What follows belongs to an exercise in optimizing a design on an open flow for small area, a short achievable clock period and few clock cycles; a production flow would make more cautious choices.
Function was checked by simulation only, so behaviour that the tests miss may differ from the original.

==> run a: inputs <==
==> flow/design.v (excerpt) <==
module pxcodec (
    input             clk,
    input             rst,
    input             cmd_valid,
    output            cmd_ready,
    input      [31:0] cmd_word,
    input      [63:0] arg0,
    input      [63:0] arg1,
    input      [63:0] arg2,
    input      [63:0] arg3,
    input      [63:0] arg4,
    input      [63:0] arg5,
    input      [63:0] arg6,
    input      [63:0] arg7,
    output reg        done,
    output      [7:0] status,
    output     [63:0] res0,
    output     [63:0] res1,
    output reg        mem_req,
    output reg        mem_we,
    output reg [21:0] mem_addr,
    output     [31:0] mem_wdata,
    output      [3:0] mem_wstrb,
    input             mem_ready,
    input      [31:0] mem_rdata
);
clock: 16.0 ns
lec_check: 0
cap_margin: 20
core_margin: 2
core_utilization: 30
slew_margin: 20
standard.sh (not shown) runs the stock make flow with config.mk's settings and CLKGATE_MAP_FILE= SYNTH_SCRIPT=/design/flow/synth_recipe.tcl, a recipe that flattens the netlist after the stock synthesis.
==> flow/flow/run.sh <==
#!/bin/bash
# The standard layout (the standard.sh, all steps) with two repair settings changed:
#  - setup repair aims at a 5 ns path (slack 11 ns against the 16 ns clock) instead of
#    stopping once paths fit the clock;
#  - the port buffers (one on every input and output, as in the standard flow) are
#    sky130_fd_sc_hd__buf_1 instead of the resizer's default delay-cell buffer.
# The clock, the constraints and the steps are the standard flow's.
set -euo pipefail
export SETUP_SLACK_MARGIN=11
export BUFFER_PORTS_ARGS="-buffer_cell sky130_fd_sc_hd__buf_1"
bash standard.sh > standard_flow.log 2>&1
==> run b: changes against run a <==
--- a/flow/design.v
+++ b/flow/design.v
@@ -106,15 +106,15 @@
     reg [31:1] yp, cp;           
     reg [31:2] sp;               
     reg [31:0] w;                
     reg [23:0] h;                
     reg [22:0] r1;               
     reg [33:0] acc;              
     reg        sat;
-    reg        hov;              
+    reg        k_mul;            
     reg [10:0] rtop;             
     reg        rlow;             
     reg        k_over, k_negb, k_negf;    
     reg        first;            
     reg        cact;             
     reg        cfst;             
     reg        ymis, umis, vmis;  
@@ -207,14 +207,15 @@
                         ({34{in_ck & pho[P_NP]}} & 34'h0_0040_0000) |
                         ({34{in_row}} & {4'd0, sp}) |
                         ({34{in_run}} & ~34'd5);
     wire        alu_c = in_ck & (f_sub | pho[P_B1] | pho[P_B2] | pho[P_NP]);
     wire [33:0] alu_r  = alu_a + alu_b + {33'd0, alu_c};
     wire        r_neg  = alu_r[33];
     wire        r_over = (|alu_r[33:24]) | (alu_r[23] & (|alu_r[22:0]));    
+    wire        hov    = k_mul & (|rtop[10:1]);           
     wire        m_sat  = (mstart ? 1'b0 : (sat | hov)) | (mb & mbig);
     wire        p_flt  = (k_over & ((|rtop[10:1]) | (rtop[0] & rlow))) | (k_negf & rtop[10]);
     wire        p_bad  = k_negb & rtop[10];
     reg  [3:0]  ph_nx;
     reg         ph_end;          
     always @(*) begin
         ph_nx = ph + 4'd1;
@@ -372,15 +373,15 @@
             if (c[11]) begin
                 o_src[5] = 1'b1; o_src[2] = o_src[2] | !ymis;
                 o_src[3] = o_src[3] | umis; o_src[0] = o_src[0] | !umis;
             end
             if (c[12]) begin
                 o_src[4] = o_src[4] | vmis; o_src[1] = o_src[1] | !vmis;
                 o_src[6] = o_src[6] | ymis; o_src[5] = o_src[5] | !ymis;
-                o_src[3] = o_src[3] | umis; o_src[8] = o_src[8] | !umis;
+                o_src[3] = o_src[3] | umis;       
                 if (words) o_src[0] = o_src[0] | !umis;
             end
             if (c[13]) begin
                 o_src[6] = 1'b1; o_src[4] = o_src[4] | vmis; o_src[9] = o_src[9] | !vmis;
                 o_src[10] = o_src[10] | ymis;
                 if (words) begin o_src[3] = o_src[3] | umis; o_src[8] = o_src[8] | !umis; end
             end
@@ -420,20 +421,21 @@
             4'd11: begin o_lo = pu2; o_hv = pu2; end
             4'd12: begin o_lo = vmis ? pv1 : pv0; o_hv = vmis ? pv2 : pv1; end
             4'd13: begin o_lo = pv2; o_hv = pv2; end
             default: ;
             endcase
         end
     end
+    wire [9:0]  u2f = (rd_v & (rd_s == 4'd8)) ? d_lo : pu2;
     reg  [29:0] pw;
     always @(*) begin
         case (o_wk)
         2'd0: pw = {cact ? pv0 : 10'd0, py0, cact ? pu0 : 10'd0};
         2'd1: pw = {c2 ? py2 : 10'd0, (cact & cc2) ? pu1 : 10'd0, py1};
-        2'd2: pw = {(cact & cc3) ? pu2 : 10'd0, c2 ? py3 : 10'd0, (cact & cc2) ? pv1 : 10'd0};
+        2'd2: pw = {(cact & cc3) ? u2f : 10'd0, c2 ? py3 : 10'd0, (cact & cc2) ? pv1 : 10'd0};
         default: pw = {c3 ? py5 : 10'd0, (cact & cc3) ? pv2 : 10'd0, c3 ? py4 : 10'd0};
         endcase
     end
     wire [23:1] o_ptr  = ({23{o_py}} & ya) | ({23{o_pu}} & ua) | ({23{o_pv}} & va);
     wire [21:0] p_addr = pr + po[21:0];
     wire stall = (mem_req & q_rd & o_src[q_slot]) | (rd_v & o_src[rd_s]);
     wire adv   = !mem_req | mem_ready;
@@ -495,15 +497,15 @@
                 rtop   <= alu_r[33:23];
                 rlow   <= |alu_r[22:0];
                 k_over <= f_chk;
                 k_negb <= (f_sub & !pho[P_CP]) | pho[P_B1] | pho[P_B2];
                 k_negf <= pho[P_CP] | pho[P_NP];
                 if (p_flt) flt <= 1'b1;
                 if (p_bad) bad <= 1'b1;
-                hov <= f_mul & (|alu_r[33:24]);
+                k_mul <= f_mul;
                 if (f_add & !hz) sat <= sat | hov;
                 if (f_mul) begin
                     sat    <= m_sat;
                     mstart <= 1'b0;
                     k      <= kk;
                     mb     <= h[kk];
                 end
@@ -563,15 +565,15 @@
                     hz <= c_words;
                     r1 <= c_words ? 23'd0 : in_h[22:0];
                     mstart <= 1'b1;
                     mb     <= 1'b1;
                     ckon   <= 1'b1;
                     vrd    <= 1'b0;
                     walk   <= 1'b0;
-                    hov    <= 1'b0;
+                    k_mul  <= 1'b0;
                     k_over <= 1'b0;
                     k_negb <= 1'b0;
                     k_negf <= 1'b0;
                     ph     <= c_words ? P_AY : P_B3A;
                     pho    <= c_words ? (16'd1 << P_AY) : (16'd1 << P_B3A);
                     rdy    <= 1'b0;
                     state  <= S_CK;
CTS_CLUSTER_DIAMETER = 120   (was unset)
CTS_CLUSTER_SIZE = 24   (was unset)
==> run c: changes against run a <==
--- a/flow/design.v
+++ b/flow/design.v
@@ -84,15 +84,14 @@
                      P_CY  = 4'd4,  P_MC  = 4'd5,  P_AC = 4'd6,  P_CU = 4'd7,
                      P_CV  = 4'd8,  P_MP  = 4'd9,  P_AP = 4'd10, P_NP = 4'd11,
                      P_SP  = 4'd12, P_CP  = 4'd13, P_B1 = 4'd14, P_B2 = 4'd15;
     reg [2:0]  state;
     reg        ckon;             
     reg        vrd;              
     reg        walk;             
-    reg [3:0]  ph;
     reg [15:0] pho;              
     reg        mstart;           
     reg        mb;               
     reg [4:0]  k;
     reg [4:0]  top;              
     reg        words, unpack, clip;
     reg        badop, bad, flt;  
@@ -106,24 +105,23 @@
     reg [31:1] yp, cp;           
     reg [31:2] sp;               
     reg [31:0] w;                
     reg [23:0] h;                
     reg [22:0] r1;               
     reg [33:0] acc;              
     reg        sat;
-    reg        hov;              
+    reg        k_mul;            
     reg [10:0] rtop;             
     reg        rlow;             
     reg        k_over, k_negb, k_negf;    
     reg        first;            
     reg        cact;             
     reg        cfst;             
     reg        ymis, umis, vmis;  
     reg        last, c2, c3;     
-    reg        wlast, wc2, wc3;  
     reg [13:0] curh;             
     reg        q_rd;             
     reg [3:0]  q_slot;
     reg        q_mis;
     reg        rd_v;             
     reg [3:0]  rd_s;
     reg        rd_m;
@@ -207,33 +205,29 @@
                         ({34{in_ck & pho[P_NP]}} & 34'h0_0040_0000) |
                         ({34{in_row}} & {4'd0, sp}) |
                         ({34{in_run}} & ~34'd5);
     wire        alu_c = in_ck & (f_sub | pho[P_B1] | pho[P_B2] | pho[P_NP]);
     wire [33:0] alu_r  = alu_a + alu_b + {33'd0, alu_c};
     wire        r_neg  = alu_r[33];
     wire        r_over = (|alu_r[33:24]) | (alu_r[23] & (|alu_r[22:0]));    
+    wire        hov    = k_mul & (|rtop[10:1]);           
     wire        m_sat  = (mstart ? 1'b0 : (sat | hov)) | (mb & mbig);
     wire        p_flt  = (k_over & ((|rtop[10:1]) | (rtop[0] & rlow))) | (k_negf & rtop[10]);
     wire        p_bad  = k_negb & rtop[10];
-    reg  [3:0]  ph_nx;
+    reg  [15:0] pho_nx;
     reg         ph_end;          
     always @(*) begin
-        ph_nx = ph + 4'd1;
+        pho_nx = {pho[14:0], 1'b0};
         ph_end = 1'b0;
-        case (ph)
-        P_B3B: ph_nx = hz ? P_AY : P_MY;
-        P_MY, P_MC, P_MP: ph_nx = kdone ? ph + 4'd1 : ph;
-        P_CY:  ph_nx = words ? P_AP : (hz ? P_AC : P_MC);
-        P_CV:  ph_nx = hz ? P_AP : P_MP;
-        P_AP:  ph_nx = P_NP;
-        P_CP:  begin ph_nx = P_B1; ph_end = words; end
-        P_B1:  ph_nx = P_B2;
-        P_B2:  ph_end = 1'b1;
-        default: ;
-        endcase
+        if (f_mul & !kdone) pho_nx = pho;
+        if (pho[P_B3B]) pho_nx = hz ? (16'd1 << P_AY) : (16'd1 << P_MY);
+        if (pho[P_CY])  pho_nx = words ? (16'd1 << P_AP) : hz ? (16'd1 << P_AC) : (16'd1 << P_MC);
+        if (pho[P_CV])  pho_nx = hz ? (16'd1 << P_AP) : (16'd1 << P_MP);
+        if (pho[P_CP])  ph_end = words;
+        if (pho[P_B2])  ph_end = 1'b1;
     end
     wire        v_bad = bad | p_bad | (words & !w_m3);
     wire        v_flt = flt | p_flt;
     wire        v_err = badop | v_bad | v_flt;
     wire        plane = !words;
     wire        cc2   = words | c2;                    
     wire        cc3   = words | c3;                    
@@ -300,24 +294,24 @@
     wire        g_last = (acc[23:4] == 20'd0) & (acc[3:2] != 2'b11 | acc[1:0] == 2'b00);  
     wire        g_c2   = !(acc[23:4] == 20'd0) | (acc[3:0] >= 4'd10);
     wire        g_c3   = !(acc[23:4] == 20'd0) | (acc[3:0] >= 4'd12);
     wire        g_um   = cact ? !umis : umis;
     wire        g_vm   = cact ? !vmis : vmis;
     wire [13:0] g_cur  = lowest(enf(unpack, plane, 1'b1, ymis, cact & !umis, cact & !vmis,
                                     ymis, g_um, g_vm, g_last, g_c2, g_c3));
-    wire        r_ym = ya[1] ^ yp[1];
-    wire        r_um = ua[1] ^ cp[1];
-    wire        r_vm = va[1] ^ cp[1];
-    wire [13:0] r_cur = lowest(enf(unpack, plane, 1'b1, 1'b0, 1'b0, 1'b0, r_ym, r_um, r_vm,
-                                   wlast, wc2, wc3));
     wire        s_um = words | ua[1];
     wire        s_vm = words | va[1];
     wire        s_last = (w[23:3] == 21'd0);
     wire        s_c2   = !s_last | w[2];
     wire        s_c3   = !s_last | (w[2] & w[1]);
+    wire        r_ym = ya[1] ^ yp[1];
+    wire        r_um = ua[1] ^ cp[1];
+    wire        r_vm = va[1] ^ cp[1];
+    wire [13:0] r_cur = lowest(enf(unpack, plane, 1'b1, 1'b0, 1'b0, 1'b0, r_ym, r_um, r_vm,
+                                   s_last, s_c2, s_c3));
     wire [13:0] s_cur = lowest(enf(unpack, plane, plane, 1'b0, 1'b0, 1'b0, ya[1], s_um, s_vm,
                                    s_last, s_c2, s_c3));
     wire [9:0] d_lo = clipv(mem_rdata[15:0], clip);
     wire [9:0] d_hi = clipv(mem_rdata[31:16], clip);
     wire [9:0] d_f1 = mem_rdata[19:10];
     wire [9:0] d_f2 = mem_rdata[29:20];
     always @(posedge clk) begin
@@ -372,15 +366,15 @@
             if (c[11]) begin
                 o_src[5] = 1'b1; o_src[2] = o_src[2] | !ymis;
                 o_src[3] = o_src[3] | umis; o_src[0] = o_src[0] | !umis;
             end
             if (c[12]) begin
                 o_src[4] = o_src[4] | vmis; o_src[1] = o_src[1] | !vmis;
                 o_src[6] = o_src[6] | ymis; o_src[5] = o_src[5] | !ymis;
-                o_src[3] = o_src[3] | umis; o_src[8] = o_src[8] | !umis;
+                o_src[3] = o_src[3] | umis;       
                 if (words) o_src[0] = o_src[0] | !umis;
             end
             if (c[13]) begin
                 o_src[6] = 1'b1; o_src[4] = o_src[4] | vmis; o_src[9] = o_src[9] | !vmis;
                 o_src[10] = o_src[10] | ymis;
                 if (words) begin o_src[3] = o_src[3] | umis; o_src[8] = o_src[8] | !umis; end
             end
@@ -420,20 +414,21 @@
             4'd11: begin o_lo = pu2; o_hv = pu2; end
             4'd12: begin o_lo = vmis ? pv1 : pv0; o_hv = vmis ? pv2 : pv1; end
             4'd13: begin o_lo = pv2; o_hv = pv2; end
             default: ;
             endcase
         end
     end
+    wire [9:0]  u2f = (rd_v & (rd_s == 4'd8)) ? d_lo : pu2;
     reg  [29:0] pw;
     always @(*) begin
         case (o_wk)
         2'd0: pw = {cact ? pv0 : 10'd0, py0, cact ? pu0 : 10'd0};
         2'd1: pw = {c2 ? py2 : 10'd0, (cact & cc2) ? pu1 : 10'd0, py1};
-        2'd2: pw = {(cact & cc3) ? pu2 : 10'd0, c2 ? py3 : 10'd0, (cact & cc2) ? pv1 : 10'd0};
+        2'd2: pw = {(cact & cc3) ? u2f : 10'd0, c2 ? py3 : 10'd0, (cact & cc2) ? pv1 : 10'd0};
         default: pw = {c3 ? py5 : 10'd0, (cact & cc3) ? pv2 : 10'd0, c3 ? py4 : 10'd0};
         endcase
     end
     wire [23:1] o_ptr  = ({23{o_py}} & ya) | ({23{o_pu}} & ua) | ({23{o_pv}} & va);
     wire [21:0] p_addr = pr + po[21:0];
     wire stall = (mem_req & q_rd & o_src[q_slot]) | (rd_v & o_src[rd_s]);
     wire adv   = !mem_req | mem_ready;
@@ -483,27 +478,26 @@
                 mem_req  <= 1'b0;
             end
             if ((issue & o_py) | rowadd) ya <= ya_n;
             if ((issue & o_pu) | rowadd) ua <= ua_n;
             if ((issue & o_pv) | rowadd) va <= va_n;
             if (issue) po <= po_n;
             if (ckon) begin
-                ph  <= ph_nx;
-                pho <= 16'd1 << ph_nx;
+                pho <= pho_nx;
                 if (pho[P_B3A]) begin h <= h_dec; hz <= (h_dec == 24'd0); end
                 if (pho[P_B3B]) top <= h_top;
                 if (f_tri | f_mul | f_add | pho[P_NP]) acc <= alu_r;
                 rtop   <= alu_r[33:23];
                 rlow   <= |alu_r[22:0];
                 k_over <= f_chk;
                 k_negb <= (f_sub & !pho[P_CP]) | pho[P_B1] | pho[P_B2];
                 k_negf <= pho[P_CP] | pho[P_NP];
                 if (p_flt) flt <= 1'b1;
                 if (p_bad) bad <= 1'b1;
-                hov <= f_mul & (|alu_r[33:24]);
+                k_mul <= f_mul;
                 if (f_add & !hz) sat <= sat | hov;
                 if (f_mul) begin
                     sat    <= m_sat;
                     mstart <= 1'b0;
                     k      <= kk;
                     mb     <= h[kk];
                 end
@@ -520,17 +514,14 @@
                 if (pho[P_AP] && !(badop | bad | flt | p_bad | p_flt | wz)) begin
                     walk  <= 1'b1;
                     state <= S_RUN;
                     curh  <= s_cur;
                     last  <= s_last;
                     c2    <= s_c2;
                     c3    <= s_c3;
-                    wlast <= s_last;
-                    wc2   <= s_c2;
-                    wc3   <= s_c3;
                     first <= 1'b1;
                     cfst  <= 1'b1;
                     cact  <= !words;
                     ymis  <= ya[1];
                     umis  <= s_um;
                     vmis  <= s_vm;
                     if (words) begin
@@ -563,19 +554,18 @@
                     hz <= c_words;
                     r1 <= c_words ? 23'd0 : in_h[22:0];
                     mstart <= 1'b1;
                     mb     <= 1'b1;
                     ckon   <= 1'b1;
                     vrd    <= 1'b0;
                     walk   <= 1'b0;
-                    hov    <= 1'b0;
+                    k_mul  <= 1'b0;
                     k_over <= 1'b0;
                     k_negb <= 1'b0;
                     k_negf <= 1'b0;
-                    ph     <= c_words ? P_AY : P_B3A;
                     pho    <= c_words ? (16'd1 << P_AY) : (16'd1 << P_B3A);
                     rdy    <= 1'b0;
                     state  <= S_CK;
                 end
             end
             S_CK: ;
             S_RUN: begin
@@ -607,17 +597,17 @@
                 po <= 23'd0;
                 h  <= h_dec;
                 hz <= (h_dec == 24'd0);
                 ymis  <= r_ym;
                 umis  <= r_um;
                 vmis  <= r_vm;
                 curh  <= r_cur;
-                last  <= wlast;
-                c2    <= wc2;
-                c3    <= wc3;
+                last  <= s_last;
+                c2    <= s_c2;
+                c3    <= s_c3;
                 first <= 1'b1;
                 cfst  <= 1'b1;
                 acc   <= {10'd0, w[23:0]};
                 state <= S_RUN;
             end
             S_END: begin
                 if (adv) begin
==> flow/flow/run.sh (replaced) <==
#!/bin/bash
# The standard layout (the standard.sh, all steps) with two repair settings changed:
#  - setup repair aims at a 4.75 ns path (slack 11.25 ns against the 16 ns clock) instead of
#    stopping once paths fit the clock;
#  - the port buffers (one on every input and output, as in the standard flow) are
#    sky130_fd_sc_hd__buf_1 instead of the resizer's default delay-cell buffer.
# The clock, the constraints and the steps are the standard flow's.
set -euo pipefail
export SETUP_SLACK_MARGIN=11.25
export BUFFER_PORTS_ARGS="-buffer_cell sky130_fd_sc_hd__buf_1"
bash standard.sh > standard_flow.log 2>&1
CTS_CLUSTER_DIAMETER = 120   (was unset)
CTS_CLUSTER_SIZE = 24   (was unset)
==> results.toml <==
[grt]
use_met2 = 0.4688

[detailed_routing]
wl_per_cell_um = 31.19

[status]
status = "complete, no violations"

[final_layout]
n_all_buffers = 877

[critical_path]
cp_cell_sequence = "buf_1, nor4_4, nand4_1, nor4_2, a31oi_1, o21ai_1, o21ai_0"
path_class = "in -> reg"
worstPathArrival_ns = 5.52

[synthesis]
synthMuxAreaShare = 0.07831

[place]
finalWeightedCongestion = 1.090
[end of results for run b]
==> results.toml <==
[status]
status = "complete, no violations"

[grt]
use_met2 = 0.4146

[place]
finalWeightedCongestion = 1.007

[critical_path]
cp_cell_sequence = "or4_1, nor3_2, nand3_1, nor2_1, a21o_1, nand2_1, o2111ai_1, a2111oi_0, a21oi_1"
worstPathArrival_ns = 5.65

[synthesis]
synth_compound_area_frac = 0.2393
synth_top_family_by_area = "compound AO/OA/AOI/OAI gates"
synthMuxAreaShare = 0.08155

[final_layout]
n_all_buffers = 881

[detailed_routing]
wl_per_cell_um = 29.02
[end of results for run a]
==> results.toml <==
[status]
status = "complete, no violations"

[final_layout]
n_all_buffers = 981

[critical_path]
path_class = "in -> reg"
cpPeakStageDelay_ns = 0.59
worstPathArrival_ns = 5.33

[synthesis]
synthMuxAreaShare = 0.08334

[detailed_routing]
wl_per_cell_um = 30.41
[end of results for run c]
Testbench counts of run a, summed over its fixed seeds: cycles 19,904.
Testbench counts of run b, summed over its fixed seeds: cycles 19,751.
Testbench counts of run c, summed over its fixed seeds: cycles 19,751.

-- afterwards: timing with drivers on the ports --
The flow's constraints put no driver on any port. The routed layouts listed below were extracted and timed again, unchanged, in two steps. Step 1 sets driving cells, clkbuf_16 on the clock port and buf_2 on the other inputs (assumed; they add their load-dependent delay and slew). Step 2 moves the port delays by t, midway between the first and last clock arrival at a register: inputs arrive t later, outputs are due t later. That takes back most of the time a late clock gives input paths. Slacks: ideal ports / drivers / drivers and shift; pairs: ideal ports / drivers.
run | t (ns) | slack for setup (ns) | worst setup path at the end
run a | 0.774 | 10.787 / 10.787 / 10.311 | input to register
run b | 0.738 | 10.890 / 10.961 / 10.222 | input to register
run c | 0.735 | 11.202 / 11.183 / 10.489 | input to register
After both steps every run listed still meets setup and hold. The setup slack of run c, which loses most, moves by -0.019 ns with the drivers and by -0.713 ns with both steps.
